From an optimization exercise on the open Yosys and OpenROAD flow, aimed at small area, a short achievable clock period and few clock cycles; shortcuts taken in it are not production practice.
RTL that was checked went through simulation tests only; none was proved equivalent to the original.
For run 4, only the layout was checked, not whether the RTL still works.
Power is estimated from default activity; no workload was simulated.

$ cat flow/run.sh
#!/bin/bash
# synth_recipe.tcl (not shown) runs the flow's synth.tcl, then flattens the netlist and writes it again
# the make line also repeats each setting of config.mk as NAME=value (left out here)
make -C /OpenROAD-flow-scripts/flow DESIGN_CONFIG=/design/flow/config.mk WORK_HOME=/design/flow/orfs CLKGATE_MAP_FILE= SYNTH_SCRIPT=/design/flow/synth_recipe.tcl finish
$ cat flow/config.mk
export PLATFORM = sky130hd
export DESIGN_NAME = simhymn
export DESIGN_NICKNAME = simhymn
export VERILOG_FILES = /design/flow/design.v
export SDC_FILE = /design/flow/constraint.sdc
export NUM_CORES = 4
export LEC_CHECK = 0
export CAP_MARGIN = 20
export CORE_MARGIN = 2
export CORE_UTILIZATION = 40
export SLEW_MARGIN = 20
$ cat flow/constraint.sdc
create_clock -name core_clock -period 10.0 [get_ports {clk}]
set_input_delay 2.0000 -clock core_clock [delete_from_list [all_inputs] [get_ports {clk}]]
set_output_delay 2.0000 -clock core_clock [all_outputs]
set_load 0.01 [all_outputs]
$ cat flow/design.v
module simhymn (
    input  wire       clk,
    input  wire       rst,           
    input  wire       img_we,
    input  wire [4:0] img_addr,
    input  wire [7:0] img_data,
    input  wire       start,
    output wire       in_req,
    input  wire       in_valid,
    input  wire [7:0] in_data,
    input  wire [1:0] in_err,        
    output reg        out_valid,
    output reg  [7:0] out_data,
    output wire       done,
    output wire       halted,
    output wire       faulted,
    output reg  [2:0] fault_kind,
    output reg  [4:0] fault_pc,
    output reg  [7:0] fault_word,
    output reg  [7:0] acc,
    output reg  [4:0] pc,
    output reg        zf,
    output reg        pf,
    input  wire [4:0] dbg_addr,
    output wire [7:0] dbg_data
);
    localparam [4:0] JUMP_CHAIN_BOUND = 5'd30;
    localparam [4:0] INPUT_PORT  = 5'd30;
    localparam [4:0] OUTPUT_PORT = 5'd31;
    localparam [2:0] FAULT_CHAIN     = 3'd3;
    localparam [2:0] FAULT_EXHAUSTED = 3'd4;
    localparam [2:0] FAULT_INVALID   = 3'd5;
    localparam [2:0] S_IDLE   = 3'd0;
    localparam [2:0] S_FETCH  = 3'd1;
    localparam [2:0] S_EXEC   = 3'd2;
    localparam [2:0] S_INPUT  = 3'd3;
    localparam [2:0] S_HALTED = 3'd4;
    localparam [2:0] S_FAULT  = 3'd5;
    localparam [2:0] OP_HALT = 3'd0;
    localparam [2:0] OP_JUMP = 3'd1;
    localparam [2:0] OP_JZER = 3'd2;
    localparam [2:0] OP_JPOS = 3'd3;
    localparam [2:0] OP_LOAD = 3'd4;
    localparam [2:0] OP_STOR = 3'd5;
    localparam [2:0] OP_ADD  = 3'd6;
    localparam [2:0] OP_SUB  = 3'd7;
    reg [7:0] mem [0:31];
    reg [2:0] state;
    reg [7:0] ir;
    reg [4:0] chain;             
    wire [2:0] op      = ir[7:5];
    wire [4:0] operand = ir[4:0];
    wire [7:0] mem_op  = mem[operand];
    assign in_req   = (state == S_INPUT);
    assign halted   = (state == S_HALTED);
    assign faulted  = (state == S_FAULT);
    assign done     = halted | faulted;
    assign dbg_data = mem[dbg_addr];
    reg taken;
    always @(*) begin
        case (op)
            OP_JUMP: taken = 1'b1;
            OP_JZER: taken = zf;
            OP_JPOS: taken = pf;
            default: taken = 1'b0;
        endcase
    end
    reg [7:0] alu;
    always @(*) begin
        case (op)
            OP_ADD:  alu = acc + mem_op;
            OP_SUB:  alu = acc - mem_op;
            default: alu = mem_op;
        endcase
    end
    always @(posedge clk) begin
        if (rst) begin
            state      <= S_IDLE;
            acc        <= 8'd0;
            pc         <= 5'd0;
            zf         <= 1'b1;
            pf         <= 1'b0;
            ir         <= 8'd0;
            chain      <= 5'd0;
            out_valid  <= 1'b0;
            out_data   <= 8'd0;
            fault_kind <= 3'd0;
            fault_pc   <= 5'd0;
            fault_word <= 8'd0;
        end else begin
            out_valid <= 1'b0;
            case (state)
                S_IDLE: begin
                    if (img_we)
                        mem[img_addr] <= img_data;
                    if (start)
                        state <= S_FETCH;
                end
                S_FETCH: begin
                    ir    <= mem[pc];
                    state <= S_EXEC;
                end
                S_EXEC: begin
                    state <= S_FETCH;
                    if (op == OP_HALT || pc >= INPUT_PORT) begin
                        state <= S_HALTED;
                    end else if (op == OP_JUMP || op == OP_JZER || op == OP_JPOS) begin
                        if (!taken) begin
                            pc    <= pc + 5'd1;
                            chain <= 5'd0;
                        end else if (chain == JUMP_CHAIN_BOUND) begin
                            state      <= S_FAULT;
                            fault_kind <= FAULT_CHAIN;
                            fault_pc   <= pc;
                            fault_word <= ir;
                        end else begin
                            pc    <= operand;
                            chain <= chain + 5'd1;
                        end
                    end else if (op == OP_LOAD && operand == INPUT_PORT) begin
                        state <= S_INPUT;
                    end else begin
                        chain <= 5'd0;
                        pc    <= pc + 5'd1;
                        if (op == OP_STOR) begin
                            mem[operand] <= acc;
                            if (operand == OUTPUT_PORT) begin
                                out_valid <= 1'b1;
                                out_data  <= acc;
                            end
                        end else begin
                            acc <= alu;
                            zf  <= (alu == 8'd0);
                            pf  <= !alu[7] && (alu != 8'd0);
                        end
                    end
                end
                S_INPUT: begin
                    if (in_valid) begin
                        if (in_err == 2'd1) begin
                            state      <= S_FAULT;
                            fault_kind <= FAULT_EXHAUSTED;
                            fault_pc   <= pc;
                            fault_word <= ir;
                        end else if (in_err != 2'd0) begin
                            state      <= S_FAULT;
                            fault_kind <= FAULT_INVALID;
                            fault_pc   <= pc;
                            fault_word <= ir;
                        end else begin
                            mem[INPUT_PORT] <= in_data;
                            acc   <= in_data;
                            zf    <= (in_data == 8'd0);
                            pf    <= !in_data[7] && (in_data != 8'd0);
                            pc    <= pc + 5'd1;
                            chain <= 5'd0;
                            state <= S_FETCH;
                        end
                    end
                end
                default: ;   
            endcase
        end
    end
endmodule
==> results of run 1 <==
[layout make-up]
cell class	instances	area (sq um)
Fill cell	3711	22900
Sequential cell	312	8826
Multi-Input combinational cell	712	8204
Timing Repair Buffer	122	1114
Clock buffer	42	922.1
Tap cell	585	732.0
Clock inverter	20	222.7
Inverter	17	63.81
[power breakdown]
group          internal, uW  switching, uW  total, uW
registers              1420           37.8       1450
logic                   237            277        515
clock network           745            546       1290
[critical path, cell delays in order]
cell and delay (ns):
buf_4 0.54, buf_4 0.65, mux4_2 0.58, mux4_2 0.52, mux2_2 0.32, clkdlybuf4s50_1 0.51
[stage by stage]
stage	utilization [%]	setup WS, ns	area [sq um]	cells
3_5_place_dp	44.01	2.750	18910	1747
3_3_place_gp	43.94	2.800	18890	1747
2_1_floorplan	-	3.776	17350	1132
5_1_grt	46.73	2.609	20080	1810
6_report	46.73	2.805	20080	1810
4_1_cts	46.67	2.743	20060	1809
[cells in the final DEF (no fill, tap or decap), types with 4 or more instances in the layout]
cell type,n
nor2_1,86
nand2b_1,9
dfxtp_4,4
nand2_1,53
edfxtp_1,256
ha_1,12
nor4_1,4
o211ai_1,4
nand3_1,8
xor2_1,4
clkinv_2,8
dfxtp_1,50
o21ai_2,5
nand4_1,5
xnor2_1,8
nor3_1,13
clkbuf_1,5
inv_1,16
buf_4,38
clkinv_1,4
clkbuf_16,35
mux4_2,215
mux2i_1,67
nor2_2,19
and2_1,8
a31oi_1,6
mux2_2,14
nor2b_1,14
o221ai_1,5
a22oi_1,12
and3_1,4
a22o_1,5
o21ai_0,26
clkdlybuf4s50_1,81
a211oi_1,13
or3_1,5
o2111ai_1,4
a21oi_1,30
[Yosys cell counts, types with 16 or more instances]
cell type  instances  area share [%]
inv_1             16            0.35
mux2i_1           67             3.9
dfxtp_1           56             6.5
edfxtp_1         256              44
o21ai_0           34            0.98
a21oi_1           30            0.87
mux4_2           215              28
buf_1             21            0.45
nor2_1           106             2.3
clkbuf_1          53             1.1
nand2_1           53             1.1
[layer usage]
layer / track usage, % / wire, microns
met5: 0 / 0
met2: 38.04 / 24930
met4: 7.596 / 1566
met1: 33.27 / 21350
met3: 6.780 / 5767
[logic make-up after synthesis]
family	share of synthesized area, %
muxes	32.67
and+or+nand+nor	6.597
xor gates and xnor gates	0.6056
buffers and inverters	2.675
DFF	50.76
adders and majority gates	0.9805
AOI/OAI and AO/OA	5.710
[worst paths after layout]
check                        to  slack [ns]          start  cells after the start
setup / recovery    dbg_data[1]        2.80    dbg_addr[0]                      6
setup reg to reg             pf        3.81          ir[2]                     18
hold reg to reg   fault_kind[0]        0.46  fault_kind[0]                      2
hold / removal    fault_kind[0]        0.46  fault_kind[0]                      2
[flip-flops by register name, summed over array words and instances, names as in the netlist, 3 cells and up]
name	flops
mem	256
ir	8
pc	5
state	3
chain	5
fault_pc	5
out_data	8
fault_word	8
fault_kind	3
acc	8
==> results.cfg, run 1 <==
[logic_synthesis]
synth_seq_area_share_pct = 50.76
synth_edf_count = 256
ys.flop_type = edfxtp_1
synth.net_count = 1178
syn_inst = 1132
synth-seq-cells = 312
ys_warn_count = 1
synthArstFlopShare_pct = 0
syn_area_per_cell_sq_um = 15.33
yosysUniqueCellTypes = 68
syn_area_sq_um = 17350

[clock_network]
insertion_delay_ns = 0.56
cts_hold_buffers = 0
cts_root_buffer = clkbuf_16
cts.clk_slew.worst_paths_ns = 0.06
clock_sinks = 312
cts_setup_buffers = 0
clockBufferDepth = 3
tritoncts = built
cts_resized = 0
cts.htree.levels = 2
cts_buffers = 35

[pwr]
total_power_uw = 3258
p_leak_uw = 0.006174
ir_drop_uv = 114.2
p_per_area_nw_per_um2 = 162.2

[timing]
skew_ns = 0.03220
final.period_utilization_pct = 71.95
fin_setup_tns_ns = 0
setup-violations-final = 0
fmax_mhz = 139.0
finalMaxSlewViolations = 0
hold_viol = 0
relSlewSlack_pct = 20.06
fin_hold_ws_ns = 0.4580
tightest_slew_ns = 1.195
min_period_ns = 7.195
grt_setup_unrepaired = false

[global_route]
track_usage_pct = 24.36
antenna_found_initial = 1
overflow = 0
grt_pass1_wl_mm = 78.18
grt_max_degree = 65
grt_pass1_vias = 11259

[finish]
syn_to_final_growth_pct = 15.73
final_nets = 1246
diodes = 0
drive_gt1_share_pct = 30.53

[setup_path]
critPathCaptureType = primary output
crit_fanout = 34
critPathLaunchType = input port
cp.required_ns = 8.00
critical_path_class = input port to primary output
cp.arrival_ns = 5.20

[routing]
num_vias = 11462
ant_nets = 0
vias_per_cell = 6.333
drt-total-wl_mm = 53.61
drt_first_pass_iters = 5
drc = 0
dr.first_iter.drc_count = 1356
wl_per_cell_microns = 29.62

[worst_hold_path]
hold_path_class = flop to flop

[die]
die_h_microns = 212.3
boundaryPins = 85
die_x_microns = 212.3
dieArea_sq_um = 45070
start_util_pct = 40.38
placementRows = 76
core_sq_um = 42980

[placement]
place.gp.congestion = 0.8524
dp_hpwl_mm = 34.57
port_buffers = 84

[run_status]
status = finished clean

[run]
cap_violations = 0
Testbench counts, summed over its fixed seeds: cycles 43,129.
==> run 2, diff against run 1 <==
==> flow/design.v (replaced) <==
module simhymn (
    input  wire       clk,
    input  wire       rst,           
    input  wire       img_we,
    input  wire [4:0] img_addr,
    input  wire [7:0] img_data,
    input  wire       start,
    output wire       in_req,
    input  wire       in_valid,
    input  wire [7:0] in_data,
    input  wire [1:0] in_err,        
    output reg        out_valid,
    output reg  [7:0] out_data,
    output wire       done,
    output wire       halted,
    output wire       faulted,
    output wire [2:0] fault_kind,
    output wire [4:0] fault_pc,
    output wire [7:0] fault_word,
    output reg  [7:0] acc,
    output reg  [4:0] pc,
    output wire       zf,
    output wire       pf,
    input  wire [4:0] dbg_addr,
    output wire [7:0] dbg_data
);
    localparam [4:0] JUMP_CHAIN_BOUND = 5'd30;
    localparam [4:0] INPUT_PORT  = 5'd30;
    localparam [4:0] OUTPUT_PORT = 5'd31;
    localparam [2:0] OP_HALT = 3'd0;
    localparam [2:0] OP_JUMP = 3'd1;
    localparam [2:0] OP_JZER = 3'd2;
    localparam [2:0] OP_JPOS = 3'd3;
    localparam [2:0] OP_LOAD = 3'd4;
    localparam [2:0] OP_STOR = 3'd5;
    localparam [2:0] OP_ADD  = 3'd6;
    localparam [2:0] OP_SUB  = 3'd7;
    reg [7:0] mem [0:31];
    reg [7:0] ir;                
    reg       run;               
    reg       hlt_r;             
    reg       flt_r;             
    reg       inv_r;             
    reg [4:0] chain;             
    assign zf = (acc == 8'd0);
    assign pf = !acc[7] && (acc != 8'd0);
    wire idle = !run && !hlt_r && !flt_r;
    wire go   = !rst && (run || (idle && start));
    wire ld   = idle && !start;              
    wire [2:0] op = ir[7:5];
    wire [4:0] a  = ir[4:0];
    wire hlt  = (op == OP_HALT) || (pc >= 5'd30);
    wire jmp  = (op == OP_JUMP) || (op == OP_JZER) || (op == OP_JPOS);
    wire tk   = (op == OP_JUMP) || (op == OP_JZER && zf) || (op == OP_JPOS && pf);
    wire cflt = !hlt && jmp && tk && (chain == JUMP_CHAIN_BOUND);
    wire stor = (op == OP_STOR);
    wire inp  = (op == OP_LOAD) && (a == INPUT_PORT);
    wire in_ok   = in_valid && (in_err == 2'd0);
    wire act     = go && !hlt && !cflt;
    wire wait_in = inp && !in_valid;
    wire bad_in  = inp && in_valid && !in_ok;
    wire adv     = act && !wait_in && !bad_in;       
    wire [4:0] pcn  = (jmp && tk) ? a : pc + 5'd1;
    wire       dsel = !(run || start) || hlt || cflt;
    wire [7:0] wn   = mem[dsel ? dbg_addr : pcn];
    assign dbg_data = wn;
    wire [7:0] opnd = mem[a];
    reg  [7:0] alu;
    always @(*) begin
        case (op)
            OP_ADD:  alu = acc + opnd;
            OP_SUB:  alu = acc - opnd;
            default: alu = inp ? in_data : opnd;
        endcase
    end
    wire       we = (ld && img_we && !rst) || (adv && (stor || inp));
    wire [4:0] wa = ld ? img_addr : a;
    wire [7:0] wd = ld ? img_data : (stor ? acc : in_data);
    integer i;
    always @(posedge clk) begin
        for (i = 0; i < 32; i = i + 1)
            if (we && wa == i[4:0])
                mem[i] <= wd;
    end
    assign in_req     = act && inp;
    assign halted     = hlt_r || (go && hlt);
    assign faulted    = flt_r || (go && cflt);
    assign done       = halted || faulted;
    assign fault_pc   = pc;
    assign fault_word = ir;
    assign fault_kind = ir[7] ? {2'b10, inv_r} : 3'd3;
    always @(posedge clk) begin
        if (rst) begin
            out_valid <= 1'b0;
            out_data  <= 8'd0;
        end else begin
            out_valid <= adv && stor && (a == OUTPUT_PORT);
            out_data  <= acc;
        end
    end
    always @(posedge clk) begin
        if (rst) begin
            run   <= 1'b0;
            hlt_r <= 1'b0;
            flt_r <= 1'b0;
            inv_r <= 1'b0;
            acc   <= 8'd0;
            pc    <= 5'd0;
            chain <= 5'd0;
        end else if (go) begin
            run <= 1'b1;
            if (hlt) begin
                run   <= 1'b0;
                hlt_r <= 1'b1;
            end else if (cflt) begin
                run   <= 1'b0;
                flt_r <= 1'b1;
            end else if (bad_in) begin
                run   <= 1'b0;
                flt_r <= 1'b1;
                inv_r <= in_err[1];
            end else if (adv) begin
                pc    <= pcn;
                chain <= (jmp && tk) ? chain + 5'd1 : 5'd0;
                if (!jmp && !stor)
                    acc <= alu;
            end
        end
    end
    always @(posedge clk) begin
        if (ld || rst)
            ir <= (!rst && img_we && img_addr == 5'd0) ? img_data : mem[0];
        else if (adv)
            ir <= (we && wa == pcn) ? wd : wn;
    end
endmodule
--- a/flow/config.mk
+++ b/flow/config.mk
@@ -6,4 +6,5 @@
 export NUM_CORES = 4
 export LEC_CHECK = 0
+export ABC_AREA = 1
 export CAP_MARGIN = 20
 export CORE_MARGIN = 2
==> results.cfg, run 2 <==
[worst_hold_path]
hold_path_class = flop to flop
holdPathEnd = hlt_r
hold_path_depth = 2
min_from = hlt_r

[timing]
final.period_utilization_pct = 82.22
min_period_ns = 8.222
hold_viol = 0
finalMaxSlewViolations = 0
skew_ns = 0.02681
setup-violations-final = 0
setup_ws_ns = 1.778
relSlewSlack_pct = 23.07
fmax_mhz = 121.6
grt_setup_unrepaired = false
fin_setup_tns_ns = 0
tightest_slew_ns = 1.154

[finish]
largest-register = mem
drive_gt1_share_pct = 6.085
final_common_cell = nand2_1
final_nets = 1992
syn_to_final_growth_pct = 16.42
final_cell_mix = 510 x nand2_1, 264 x edfxtp_1, 245 x nand3_1
largest_reg_flops = 256

[clock_network]
cts_buffers = 35
insertion_delay_ns = 0.58
clockBufferDepth = 3
cts.htree.levels = 2
cts_hold_buffers = 0
cts.clk_slew.worst_paths_ns = 0.06
cts_resized = 0
clock_sinks = 295
tritoncts = built
cts_root_buffer = clkbuf_16
cts_setup_buffers = 0

[setup_path]
cp.arrival_ns = 6.22
critical_path_class = input port to primary output
reg2reg_to = acc[7]
critPathCaptureType = primary output
slowest_delay_ns = 0.90
reg2reg_slack_ns = 3.25
cp.required_ns = 8.00
crit_buf_inv = 4
crit_fanout = 70
cpLargestDelayFamily = simple AND/OR/NAND/NOR gates
crit_chain = clkdlybuf4s50_1, nor2_1, nor2_1, nand2_4, nand2_1, o21ai_4, buf_4, inv_4, nor2_2, nand3_1, nand2_1, nor2_1, nand2_1, nor2_1, nand3_1, clkdlybuf4s50_1
critPathLaunchType = input port
rr_worst_depth = 27
crit_slowest_cell = nor2_2
r2r-start = ir[4]
timing.critical_path.mode_cell = nor2_1

[logic_synthesis]
syn_area_sq_um = 15790
synth_seq_area_share_pct = 54.13
synth-seq-cells = 295
ys.flop_type = edfxtp_1
synth_top_area_cell = edfxtp_1
syn_area_per_cell_sq_um = 8.472
syn_inst = 1864
synth_area_leaders = edfxtp_1 50%, nand2_1 12%, nand3_1 7.8%, nor2_1 5.5%, inv_1 4.9%
synth_common_cells = 510 x nand2_1, 264 x edfxtp_1, 245 x nand3_1
synth_most_common_cell = nand2_1
synthArstFlopShare_pct = 0
synth_top_area_share_pct = 50.20
synth_edf_count = 264
ys_warn_count = 2
yosysUniqueCellTypes = 51
synth.net_count = 1910

[routing]
drt_first_pass_iters = 6
num_vias = 14487
ant_nets = 0
drc = 0
vias_per_cell = 5.816
dr.first_iter.drc_count = 1962
wl_per_cell_microns = 28.64
drt-total-wl_mm = 71.35

[die]
die_h_microns = 202.7
boundaryPins = 85
placementRows = 72
start_util_pct = 40.67
core_sq_um = 38830
die_x_microns = 202.7
dieArea_sq_um = 41080

[global_route]
overflow = 0
grt_pass1_wl_mm = 100.6
grt_pass1_vias = 13823
grt_max_degree = 71
antenna_found_initial = 1
track_usage_pct = 34.77

[placement]
place.gp.congestion = 1.061
dp_hpwl_mm = 54.18
port_buffers = 84
dpl_worst_slack_ns = 1.947

[run_status]
status = finished clean

[pwr]
p_leak_uw = 0.007693
p_per_area_nw_per_um2 = 223.6
ir_drop_uv = 146.9

[run]
cap_violations = 0
==> run 2: changes by cell type after synthesis, sizes merged, moves of 19 or more <==
cell,previous run,this run
nand2,53,520
nor2,106,247
mux2i,67,0
inv,16,212
dfxtp,56,31
nand4,5,27
clkbuf,54,21
o21ai,36,69
mux4,215,0
nand3,8,245
o22ai,1,20
==> run 2: cell type report <==
cell class / count / area [sq um]
multi-input cells: 1298 / 6245
inverters: 215 / 809.5
clock inverters: 16 / 210.2
well taps: 518 / 648.1
flip-flops and latches: 295 / 8548
clock buffers: 47 / 952.2
repair buffers: 101 / 968.4
diodes: 1 / 2.502
fillers: 3738 / 20440
==> run 2: stage by stage <==
step | util (%) | cells | total power [uW] | cell area, sq um | hold WS [ns]
final | 47.35 | 2491 | 4111 | 18380 | 0.4802
after CTS | 47.34 | 2490 | 4085 | 18380 | 0.4803
after global placement | 44.35 | 2427 | 2774 | 17220 | 0.4642
after floorplan | - | 1864 | 2238 | 15790 | 0.4502
after detailed placement | 44.35 | 2427 | 2783 | 17220 | 0.4723
after global routing | 47.34 | 2490 | 4264 | 18380 | 0.5289
==> run 2: worst max path at each step <==
stage,startpoint,endpoint,slack (ns),depth (start not counted)
4_1_cts,start,dbg_data[6],1.94,16
3_3_place_gp,start,dbg_data[3],2.07,16
5_1_grt,start,dbg_data[2],1.51,16
2_1_floorplan,start,dbg_data[0],4.40,15
6_report,start,dbg_data[6],1.78,16
3_5_place_dp,start,dbg_data[6],1.95,16
==> run 2: tightest hold or removal path, stage by stage, from the launching register on <==
cell	delay, ns
dfxtp_1	0.31
inv_1	0.06
a21oi_1	0.06
==> run 2: metal layers <==
metal | track usage, % | vias up | routed length, microns
li1 | - | 6458 | -
met1 | 46.66 | 6895 | 28990
met2 | 52.48 | 949 | 30670
met3 | 6.806 | 185 | 6806
met4 | 20.33 | 0 | 4882
met5 | 0 | - | 0
==> run 2: where the power goes <==
| group | switching [uW] | internal, uW |
|---|---|---|
| sequential | 46.1 | 1410 |
| clock | 533 | 779 |
| combinational | 954 | 384 |
==> run 2: logic make-up (layout without fill, tap and decap cells) <==
group	Yosys count	count (layout)	share of synthesized area [%]
AND/OR/NAND/NOR	1076	1076	29.11
flip-flops	295	295	54.13
buffers and inverters	271	379	6.893
AO/OA/AOI/OAI	194	194	7.955
XOR/XNOR	15	15	0.8319
adder cells (fa/ha/maj)	13	13	1.078
other	0	1	0
Testbench counts of run 2, summed over its fixed seeds: cycles 23,216.
==> run 3, diff against run 2 <==
--- a/flow/design.v
+++ b/flow/design.v
@@ -62,5 +62,5 @@
     wire adv     = act && !wait_in && !bad_in;       
     wire [4:0] pcn  = (jmp && tk) ? a : pc + 5'd1;
-    wire       dsel = !(run || start) || hlt || cflt;
+    wire       dsel = hlt_r || flt_r || hlt || cflt;
     wire [7:0] wn   = mem[dsel ? dbg_addr : pcn];
     assign dbg_data = wn;
--- a/flow/config.mk
+++ b/flow/config.mk
@@ -10,3 +10,5 @@
 export CORE_MARGIN = 2
 export CORE_UTILIZATION = 40
+export SETUP_SLACK_MARGIN = 3.5
 export SLEW_MARGIN = 20
+export TNS_END_PERCENT = 10
==> results.cfg, run 3 <==
[logic_synthesis]
synth_fa_ha_area_share_pct = 1.080
synth_area_leaders = edfxtp_1 50%, nand2_1 13%, nand3_1 6.4%, nor2_1 5.4%, inv_1 5.1%
synth.net_count = 1898
ys.flop_type = edfxtp_1
syn_inst = 1852
synth_top_family_by_area = simple AND/OR/NAND/NOR gates
muxShareOfSynthArea_pct = 0
synthArstFlopShare_pct = 0
synth_simple_gate_area_share_pct = 28.56
syn_area_sq_um = 15750
yosysUniqueCellTypes = 49
syn_area_per_cell_sq_um = 8.505
synth_top_area_share_pct = 50.33
ys_warn_count = 2
synth_most_common_cell = nand2_1
synth_common_cells = 526 x nand2_1, 264 x edfxtp_1, 228 x nor2_1
synthXorXnorAreaFrac_pct = 0.8341
synth-seq-cells = 295
synth_seq_area_share_pct = 54.27
synth_top_area_cell = edfxtp_1
synth-compound-area-share_pct = 8.452
synth_edf_count = 264

[placement]
place.gp.congestion = 1.147
dp_hpwl_mm = 59.51
dp_cells = 2424
port_buffers = 84

[clock_network]
cts_root_buffer = clkbuf_16
cts.clk_slew.worst_paths_ns = 0.06
tritoncts = built
cts.htree.levels = 2
cts_buffers = 35
clockBufferDepth = 3
cts_hold_buffers = 0
insertion_delay_ns = 0.58
clock_sinks = 295

[finish]
nFillCells = 3738
final_common_cell = nand2_1
final_cell_count_no_fill = 2507
syn_to_final_growth_pct = 19.66
final_nets = 2009
seq_area_sq_um = 8548
fin_util_pct = 48.66
largest_reg_flops = 256
multi_input_area_sq_um = 6416
largest-register = mem
final_cell_mix = 519 x nand2_1, 264 x edfxtp_1, 212 x inv_1
drive_gt1_share_pct = 9.562

[die]
placementRows = 72
die_h_microns = 202.4
dieArea_sq_um = 40980
core_sq_um = 38740
boundaryPins = 85
start_util_pct = 40.66
die_x_microns = 202.4

[routing]
vias_per_cell = 6.022
ant_nets = 0
num_vias = 15096
wl_per_cell_microns = 31.65
drt-total-wl_mm = 79.35
drt_first_pass_iters = 7
drc = 0
dr.first_iter.drc_count = 2220

[timing]
finalMaxSlewViolations = 0
relSlewSlack_pct = 13.16
hold_viol = 0
min_period_ns = 6.678
tightest_slew_ns = 1.293
grt_setup_unrepaired = true
skew_ns = 0.03406
final.period_utilization_pct = 66.78
setup-violations-final = 0
fmax_mhz = 149.7
fin_setup_tns_ns = 0
fin_hold_ws_ns = 0.4632

[setup_path]
critPathLaunchType = input port
cp.arrival_ns = 4.68
crit_fanout = 8
critical_path_class = input port to primary output
cp.required_ns = 8.00
critPathCaptureType = primary output

[global_route]
grt_max_degree = 34
antenna_found_initial = 2
overflow = 0
track_usage_pct = 38.46
grt_pass1_vias = 13983
grt_pass1_wl_mm = 108.7

[run_status]
status = finished clean

[pwr]
p_leak_uw = 0.007894
ir_drop_uv = 181.7
p_per_area_nw_per_um2 = 376.9
total_power_uw = 7104

[run]
cap_violations = 0

[worst_hold_path]
hold_path_class = flop to flop
## run 3: cell count changes after synthesis, moves of 4 or more
cell,change
a221oi_1,+4
nand2_1,+16
o21ai_0,+8
nor3_1,-8
o22ai_1,+4
nand3_1,-45
inv_1,+5
buf_2,-8
a22o_1,-4
nand4_1,+4
clkbuf_1,-4
o21ai_1,+5
nand2_4,+5
nor2_2,+6
## run 3: logic make-up after synthesis
kind of cell / after synthesis
XOR/XNOR: 15
buffers and inverters: 269
flip-flops: 295
AO/OA/AOI/OAI: 211
adder cells (fa/ha/maj): 13
AND/OR/NAND/NOR: 1049
## run 3: where the power goes
part | internal (uW) | leakage, uW | switching, uW | total [uW]
Clock | 701 | 0.000512 | 549 | 1250
Combinational | 1320 | 0.00474 | 2960 | 4290
Sequential | 1500 | 0.00264 | 71.7 | 1570
Total | 3520 | 0.00789 | 3580 | 7100
## run 3: critical path, stage by stage
cell and delay (ns):
clkdlybuf4s50_1 0.49, nand2_1 0.10, o21ai_4 0.15, nand2_4 0.21, nor2_2 0.49, nand3_1 0.14, nand2_1 0.10, nor2_1 0.09
nand2_1 0.14, nor2_4 0.08, nand3_1 0.13, clkdlybuf4s50_1 0.55
## run 3: worst paths after layout
path,depth (start not counted),from,slack [ns],endpoint
worst max-delay path,12,dbg_addr[2],3.32,dbg_data[5]
worst min-delay path,2,inv_r,0.46,inv_r
worst max register to register,28,ir[4],4.10,acc[7]
worst min register to register,2,inv_r,0.46,inv_r
## run 3: stage by stage
step	area (sq um)	setup slack, ns
2_1_floorplan	15750	4.849
5_1_grt	18840	3.305
3_3_place_gp	17180	2.723
6_report	18850	3.322
4_1_cts	18790	3.413
3_5_place_dp	17190	2.784
## run 3: final cells by class
cell class              instances  area share (%)
flip-flops and latches        295           45.35
multi-input cells            1290           34.04
repair buffers                119           6.798
clock buffers                  39           4.726
inverters                     221           4.541
well taps                     518           3.439
clock inverters                22           1.029
repair inverters                1         0.04647
diodes                          2         0.02655
## run 3: metal layers
layer | GRT usage (%) | wire [microns] | vias up | share of wire [%]
li1 | - | - | 6459 | -
met2 | 55.99 | 33020 | 1110 | 42
met5 | 0 | 0 | - | 0
met3 | 8.820 | 8951 | 245 | 11
met4 | 22.16 | 5414 | 0 | 6.8
met1 | 52.59 | 31960 | 7282 | 40
## run 3: timing repair
item                       4_1_cts  5_1_grt
hold endpoints to repair         0        0
pin swaps                       11        3
cloned                           5        0
setup endpoints to repair        8        8
gates resized for setup         62        6
setup buffers                   13        2
Testbench counts of run 3, summed over its fixed seeds: cycles 23,216.
==> run 4, diff against run 3 <==
--- a/flow/design.v
+++ b/flow/design.v
@@ -11,5 +11,5 @@
     input  wire [1:0] in_err,        
     output reg        out_valid,
-    output reg  [7:0] out_data,
+    output wire [7:0] out_data,
     output wire       done,
     output wire       halted,
@@ -91,12 +91,10 @@
     assign fault_kind = ir[7] ? {2'b10, inv_r} : 3'd3;
     always @(posedge clk) begin
-        if (rst) begin
+        if (rst)
             out_valid <= 1'b0;
-            out_data  <= 8'd0;
-        end else begin
+        else
             out_valid <= adv && stor && (a == OUTPUT_PORT);
-            out_data  <= acc;
-        end
     end
+    assign out_data = acc;
     always @(posedge clk) begin
         if (rst) begin
==> flow/flow/run.sh (new file) <==
#!/bin/bash
# The standard layout, with the port buffers made of buf_4 cells instead of the
# default (a slow delay buffer) so that the resizer starts from a fast cell.
set -euo pipefail
export BUFFER_PORTS_ARGS="-buffer_cell sky130_fd_sc_hd__buf_4"
bash standard.sh > standard.log 2>&1
==> flow/standard.sh (new file) <==
#!/bin/bash
# synth_recipe.tcl (not shown) runs the flow's synth.tcl, then flattens the netlist and writes it again
# the make line also repeats each setting of config.mk as NAME=value (left out here)
make -C /OpenROAD-flow-scripts/flow DESIGN_CONFIG=/design/flow/config.mk WORK_HOME=/design/flow/orfs CLKGATE_MAP_FILE= SYNTH_SCRIPT=/design/flow/synth_recipe.tcl "${@:-finish}"
removed: flow/run.sh
==> results.cfg, run 4 <==
[global_route]
grt_pass1_wl_mm = 93.19
grt_pass1_vias = 13177
grt_max_degree = 79
overflow = 0
track_usage_pct = 32.17
antenna_found_initial = 1

[die]
boundaryPins = 85
core_sq_um = 38380
die_h_microns = 200.7
dieArea_sq_um = 40260
start_util_pct = 40.31
placementRows = 72
die_x_microns = 200.7

[setup_path]
reg2reg_slack_ns = 4.42
critPathCaptureType = primary output
critical_path_class = flop to primary output
crit_fanout = 12
cp-startpoint = pc[0]
cp.required_ns = 8.00
r2r-start = ir[3]
reg2reg_to = acc[7]
critPathLaunchType = flop
cp.arrival_ns = 4.26
rr_worst_depth = 32

[routing]
dr.first_iter.drc_count = 1996
wl_per_cell_microns = 27.03
drc = 0
num_vias = 14139
drt-total-wl_mm = 66.27
ant_nets = 0
drt_first_pass_iters = 8
vias_per_cell = 5.766

[logic_synthesis]
synth_area_leaders = edfxtp_1 51%, nand2_1 13%, nand3_1 6.7%, nor2_1 5.6%, inv_1 4.5%
synth_most_common_cell = nand2_1
synth_top_area_cell = edfxtp_1
synth_seq_area_share_pct = 54.22
synth.net_count = 1869
syn_area_per_cell_sq_um = 8.486
syn_inst = 1823
synthArstFlopShare_pct = 0
synth_top_area_share_pct = 51.25
synth_common_cells = 540 x nand2_1, 264 x edfxtp_1, 231 x nor2_1
synth_edf_count = 264
syn_area_sq_um = 15470
ys.flop_type = edfxtp_1
ys_warn_count = 2
synth-seq-cells = 287
yosysUniqueCellTypes = 52

[timing]
grt_setup_unrepaired = false
hold_viol = 0
relSlewSlack_pct = 21.57
setup_ws_ns = 3.740
setup-violations-final = 0
min_period_ns = 6.260
finalMaxSlewViolations = 0
final.period_utilization_pct = 62.60
fmax_mhz = 159.7
fin_setup_tns_ns = 0
skew_ns = 0.02158
tightest_slew_ns = 1.168

[clock_network]
cts_root_buffer = clkbuf_16
clock_sinks = 287
clockBufferDepth = 3
cts.clk_slew.worst_paths_ns = 0.06
cts.htree.levels = 2
tritoncts = built
cts_hold_buffers = 0
cts_buffers = 34
insertion_delay_ns = 0.54

[worst_hold_path]
hold_path_depth = 2
hold_path_class = flop to flop
holdPathEnd = inv_r
min_from = inv_r

[pwr]
p_leak_uw = 0.007575
ir_drop_uv = 228.0
p_per_area_nw_per_um2 = 360.0
total_power_uw = 6444

[finish]
fin_util_pct = 46.65
syn_to_final_growth_pct = 15.73
final_nets = 1956
nFillCells = 3677
drive_gt1_share_pct = 10.92
largest_registers = mem (256), acc (8), ir (8)
largest-register = mem
final_common_cell = nand2_1
seq_area_sq_um = 8389
largest_reg_flops = 256
final_cell_mix = 539 x nand2_1, 264 x edfxtp_1, 216 x nor2_1
multi_input_area_sq_um = 6201
final_cell_count_no_fill = 2452

[placement]
dp_hpwl_mm = 50.59
dp_cells = 2386
port_buffers = 84
dpl_worst_slack_ns = 3.470
place.gp.congestion = 1.111

[run_status]
status = finished clean

[run]
cap_violations = 0
==> run 4: what timing repair did <==
| item | 4_1_cts | 5_1_grt |
|---|---|---|
| pin swaps | 0 | 5 |
| resized for setup | 3 | 20 |
| cloned | 0 | 1 |
| endpoints found under the setup margin | 8 | 8 |
| setup buffers | 0 | 5 |
==> run 4: logic make-up after synthesis <==
group	Yosys count	synth area share [%]
adders and majority gates	13	1.100
AOI/OAI and AO/OA	201	8.169
DFF	287	54.22
xor gates and xnor gates	15	0.8492
and+or+nand+nor	1063	28.96
buffers and inverters	244	6.697
==> run 4: report_power, final <==
| group | switching (uW) | internal [uW] | total [uW] |
|---|---|---|---|
| clock | 518 | 763 | 1280 |
| sequential | 77.0 | 1440 | 1520 |
| combinational | 2640 | 1010 | 3640 |
==> run 4: worst max-delay path, cell delays in order, from the launching register on <==
cell,delay (ns)
dfxtp_2,0.40
inv_1,0.08
ha_1,0.19
o211ai_1,0.26
o21ai_1,0.22
inv_1,0.10
nand2_1,0.07
inv_1,0.09
nand2_2,0.17
nand2_1,0.10
nand2_1,0.15
nor2_2,0.53
nand2_1,0.27
nor2_2,0.34
nand2_1,0.13
nand2_1,0.10
nor2_1,0.10
nand2_1,0.12
nor2_1,0.07
nand3_1,0.10
buf_4,0.13
==> run 4: worst max path at each step <==
stage | to | cells past startpoint | slack, ns
after floorplan | dbg_data[0] | 12 | 4.84
after global placement | dbg_data[5] | 12 | 3.52
after detailed placement | dbg_data[5] | 12 | 3.47
after CTS | dbg_data[3] | 18 | 3.41
after global routing | dbg_data[0] | 20 | 3.54
final | dbg_data[0] | 20 | 3.74
==> run 4: metrics by stage <==
| stage | instance area (sq um) | hold slack, ns |
|---|---|---|
| 2_1_floorplan | 15470 | 0.4292 |
| 3_3_place_gp | 16620 | 0.4459 |
| 3_5_place_dp | 16620 | 0.4536 |
| 4_1_cts | 17760 | 0.4627 |
| 5_1_grt | 17900 | 0.4855 |
| 6_report | 17900 | 0.4612 |
==> run 4: final cells by class <==
type                    instances  area share (%)
flip-flops and latches        287           46.86
repair buffers                103           4.529
well taps                     518           3.620
clock buffers                  42           5.151
diodes                          1         0.01398
multi-input cells            1293           34.64
clock inverters                17           1.160
inverters                     191           4.032
==> run 4: routing by layer <==
layer / wire [microns] / GRT usage [%] / part of all wire (%)
met2: 29660 / 50.31 / 45
met4: 3333 / 15.00 / 5.0
met5: 93 / 1.667 / 0.14
met3: 6237 / 6.218 / 9.4
met1: 26950 / 43.14 / 41

re-timing with driven ports:
The flow's constraints put no driver on any port. The routed layouts listed below were extracted and timed again, unchanged, in two steps. Step 1 sets driving cells, clkbuf_16 on the clock port and buf_2 on the other inputs (assumed; they add their load-dependent delay and slew). Step 2, shift: input delay + t, output delay - t, t = (earliest + latest rising clock arrival at the registers) / 2. This alone moves slack from input paths to output paths. Slacks: no drivers / after step 1 / after step 2; pairs: no drivers / after step 1.
run | shift t [ns] | slack for setup (ns) | worst setup path at the end | worst slew at a driven data input, ns | cell pins on the clock port's net
run 1 | 0.603 | 2.805 / 2.773 / 2.773 | input to output | 0.06 | 1
run 2 | 0.621 | 1.778 / 1.755 / 1.755 | input to output | 0.05 | 1
run 3 | 0.623 | 3.322 / 3.275 / 3.244 | input to register | 0.06 | 1
run 4 | 0.583 | 3.740 / 3.682 / 3.742 | input to output | 0.05 | 1
After both steps every run listed still meets setup and hold. The setup slack of run 3, which loses most, moves by -0.047 ns with the drivers and by -0.078 ns with both steps.
